This design comes from an exercise in tuning for a short achievable clock period and few clock cycles on the open sky130 flow, not from production work. Function was checked by simulation only, so behaviour that the tests miss may differ from the original.

Setup of run Z:
## emu16_core
module emu16_core (
    input  wire        clk,
    input  wire        rst,
    input  wire [15:0] boot_offset,
    input  wire [15:0] boot_start,
    input  wire [16:0] boot_len,
    output wire [15:0] boot_addr,
    input  wire [7:0]  boot_data,
    output reg         mem_req,
    output reg         mem_we,
    output reg  [15:0] mem_addr,
    output reg  [7:0]  mem_wdata,
    input  wire        mem_gnt,
    input  wire        mem_rvalid,
    input  wire [7:0]  mem_rdata,
    output wire        bus_out_valid,
    output wire [1:0]  bus_out_chan,
    output wire [15:0] bus_out_data,
    input  wire        bus_out_ready,
    input  wire [2:0]  bus_in_valid,
    input  wire [15:0] bus_in_data0,
    input  wire [15:0] bus_in_data1,
    input  wire [15:0] bus_in_data2,
    output wire [2:0]  bus_in_ready,
    input  wire        irq,
    output wire        halted,
    output wire        boot_failed,
    output reg         fault_valid,
    output reg         fault_kind,       
    output reg         fault_has_op,
    output reg  [3:0]  fault_op,
    output reg  [15:0] fault_ip,
    output reg  [15:0] fault_base,
    output reg  [15:0] fault_offset,
    input  wire [3:0]  dbg_sel,
    output wire [15:0] dbg_data
);
    localparam QD = 8;                  
    localparam NB = 512;                
    localparam TD = 4;                  
    localparam [2:0] M_BOOT = 3'd0, M_RUN = 3'd1, M_FIX = 3'd2, M_HALT = 3'd3, M_HWAIT = 3'd4;
    localparam [3:0] OP_LOAD = 4'h0, OP_STORE = 4'h1, OP_SET = 4'h2,
                     OP_WBUS = 4'h3, OP_SBUS = 4'h4, OP_RBUS = 4'h5,
                     OP_LJUMP = 4'h6, OP_EJUMP = 4'h7;
    reg [2:0]  mode;
    reg [15:0] x [0:15];
    reg        irq_pend;
    reg        boot_fail_r;
    reg [16:0] boot_idx;
    reg [17:0] boot_ea;
    reg        bd_r;                    
    reg        bl_r;                    
    reg        bo_r;                    
    reg [7:0]    qd [0:QD-1];
    reg [QD-1:0] qv;                    
    reg [QD-1:0] qpm;                   
    reg [QD-1:0] qpi;                   
    reg [15:0]   fp;                    
    reg        mr_v, mr_we, mr_dat;     
    reg        mr_kill;                 
    reg [15:0] mr_addr;
  ...
Size in the first run: roughly 1400 flip-flops, roughly 0.083 sq mm of cells after synthesis.
==> flow/config.mk <==
export PLATFORM = sky130hd
export DESIGN_NAME = emu16_core
export DESIGN_NICKNAME = emu16_core
export VERILOG_FILES = /design/flow/design.v
export SDC_FILE = /design/flow/constraint.sdc
export NUM_CORES = 4
export LEC_CHECK = 0
export ABC_CLOCK_PERIOD_IN_PS = 3800
export CAP_MARGIN = 20
export CORE_MARGIN = 2
export CORE_UTILIZATION = 35
export PLACE_DENSITY = 0.55
export SETUP_SLACK_MARGIN = 3.6
export SLEW_MARGIN = 20
==> flow/constraint.sdc <==
create_clock -name core_clock -period 8.0 [get_ports {clk}]
set_input_delay 1.6000 -clock core_clock [delete_from_list [all_inputs] [get_ports {clk}]]
set_output_delay 1.6000 -clock core_clock [all_outputs]
set_load 0.01 [all_outputs]
run.sh (not shown) runs the stock make flow with config.mk's settings and CLKGATE_MAP_FILE= SYNTH_SCRIPT=/design/flow/synth_recipe.tcl, a recipe that flattens the netlist after the stock synthesis.
Testbench counts of run Z, summed over its fixed seeds: cycles 142,693.
### run Z -> run B
-- flow/design.v --
<<< run Z, line 36
    output wire [15:0] dbg_data
);
    localparam QD = 8;                  
    localparam NB = 512;                
    localparam TD = 4;                  
    localparam [2:0] M_BOOT = 3'd0, M_RUN = 3'd1, M_FIX = 3'd2, M_HALT = 3'd3, M_HWAIT = 3'd4;
>>> run B, line 36
    output wire [15:0] dbg_data
);
    localparam QD = 12;                 
    localparam NB = 1024;               
    localparam TD = 4;                  
    localparam [2:0] M_BOOT = 3'd0, M_RUN = 3'd1, M_FIX = 3'd2, M_HALT = 3'd3, M_HWAIT = 3'd4;
<<< run Z, line 93
    reg [NB-1:0] dirty;
    reg [15:0]   off_r;                 
    reg [17:0]   lim_r;                 
    wire [15:0] pc = x[15];
    reg [15:0] xr [0:15];
>>> run B, line 93
    reg [NB-1:0] dirty;
    reg [15:0]   off_r;                 
    reg [15:0]   lim_r;                 
    wire [15:0] pc = x[15];
    reg [15:0] xr [0:15];
<<< run Z, line 122
    wire [3:0] fb = b1[7:4];
    wire [3:0] fc = b1[3:0];
    wire [15:0] ra = x[fa];
    wire [15:0] rb = x[fb];
    wire [15:0] rc = x[fc];
    wire is_bus1   = (op == OP_WBUS) || (op == OP_SBUS) || (op == OP_RBUS);
    function fo_of;
>>> run B, line 122
    wire [3:0] fb = b1[7:4];
    wire [3:0] fc = b1[3:0];
    reg [15:0] sa, sb, sc;
    reg [15:0] ra, rb, rc;
    integer    ri;
    always @* begin
        ra = 16'd0;
        rb = 16'd0;
        rc = 16'd0;
        for (ri = 0; ri < 16; ri = ri + 1) begin
            ra = ra | (x[ri] & {16{sa[ri]}});
            rb = rb | (x[ri] & {16{sb[ri]}});
            rc = rc | (x[ri] & {16{sc[ri]}});
        end
    end
    wire is_bus1   = (op == OP_WBUS) || (op == OP_SBUS) || (op == OP_RBUS);
    function fo_of;
<<< run Z, line 304
    wire u_want  = pu_busy && pu_st && !pu_sec && st_acc;      
    wire want_data = ld_want || st_want || u_want;
    function img_ok;
        input [15:0] a;
        begin
            img_ok = (a >= off_r) && ({2'b0, a} < lim_r) && !dirty[a[11:3]];
        end
    endfunction
>>> run B, line 314
    wire u_want  = pu_busy && pu_st && !pu_sec && st_acc;      
    wire want_data = ld_want || st_want || u_want;
    function in_img;
        input [15:0] a;
        reg   [16:0] ge, lt;
        begin
            ge = add16(a, ~off_r, 1'b1);            
            lt = add16(a, ~lim_r, 1'b1);            
            in_img = ge[16] && !lt[16];
        end
    endfunction
    function img_ok;
        input [15:0] a;
        begin
            img_ok = in_img(a) && !dirty[a[11:2]];
        end
    endfunction
<<< run Z, line 421
    always @(posedge clk) begin
        off_r <= boot_offset;
        lim_r <= {2'b0, boot_offset} + ((boot_len > 17'd4096) ? 18'd4096 : {1'b0, boot_len});
    end
    wire [16:0] bidx1 = boot_idx + 17'd1;
>>> run B, line 440
    always @(posedge clk) begin
        off_r <= boot_offset;
        lim_r <= boot_offset + ((boot_len > 17'd4096) ? 16'd4096 : boot_len[15:0]);
    end
    wire [16:0] bidx1 = boot_idx + 17'd1;
<<< run Z, line 519
            for (j = 0; j < QD; j = j + 1)
                qd[j] <= nd[j];
            ir_v    <= img_alloc;
            ir_addr <= ir_nx;
>>> run B, line 538
            for (j = 0; j < QD; j = j + 1)
                qd[j] <= nd[j];
            sa <= 16'd1 << nd[0][3:0];
            sb <= 16'd1 << nd[1][7:4];
            sc <= 16'd1 << nd[1][3:0];
            ir_v    <= img_alloc;
            ir_addr <= ir_nx;
<<< run Z, line 544
                end
            end
            if (st_acc && (mr_addr >= off_r) && ({2'b0, mr_addr} < lim_r))
                dirty[mr_addr[11:3]] <= 1'b1;
            if (pu_busy) begin
                if (pu_bad) begin
>>> run B, line 566
                end
            end
            if (st_acc && in_img(mr_addr))
                dirty[mr_addr[11:2]] <= 1'b1;
            if (pu_busy) begin
                if (pu_bad) begin
Results
| hold slack | run Z vs run B | ≈ equal |. Utilization of the core after routing: run B vs run Z — no meaningful difference. [run B] final estimated routing congestion in global placement fell 0.017 relative to run Z. Via count (higher): run B. Run B reached the final stage; the timing, DRC and antenna checks on its layout passed. Re instance area after placement: run B is 29% up on run Z. Run B ended up with a lower proportion of synthesized area in mux cells than run Z did. Run B vs. run Z: count of mapped cells out of synthesis saw an increase; cell area after layout went up by 30%; post-route met1 wirelength up 46000 um. Setup slack in run B is smaller than in run Z. In the reports for run Z and run B, the smaller number of detailed-routing iterations run before antenna repair belongs to run Z. In the reports for run Z and run B, the smaller post-CTS setup buffer count belongs to run Z. The clock transition time at the flip-flop clock pins of the worst setup and hold paths on run B is in line with that on run Z.
Testbench counts of run B, summed over its fixed seeds: cycles 140,881.

[port drivers added, routing unchanged]
No port has a modelled driver above. Below, the same layouts with a new extraction and two added sets of constraints. Step 1: set_driving_cell puts a clkbuf_16 on clk and a buf_2 on each other input, an assumption about the parent block. Step 2 adds t to the input delays and takes it off the output delays; t is the mean of the earliest and latest rising clock arrival at the registers after step 1. Input paths then give back, and output paths get back, about the clock's delay inside the block. a / b / c = no drivers / after step 1 / after step 2; a / b = the first two.
| run | t (ns) | setup WS [ns] | worst hold slack (ns) | slew at the worst register clock pin (ns) | pins driven straight from the clock port |
|---|---|---|---|---|---|
| run Z | 0.947 | 3.130 / 3.130 / 2.356 | 0.450 / 0.450 / 0.450 | 0.08 / 0.08 | 1 |
| run B | 1.040 | 3.074 / 3.034 / 2.347 | 0.450 / 0.450 / 0.450 | 0.07 / 0.07 | 1 |
After both steps setup and hold are still met in every run listed. The setup slack of run Z, which loses most, moves by 0.000 ns with the drivers and by -0.774 ns with both steps.
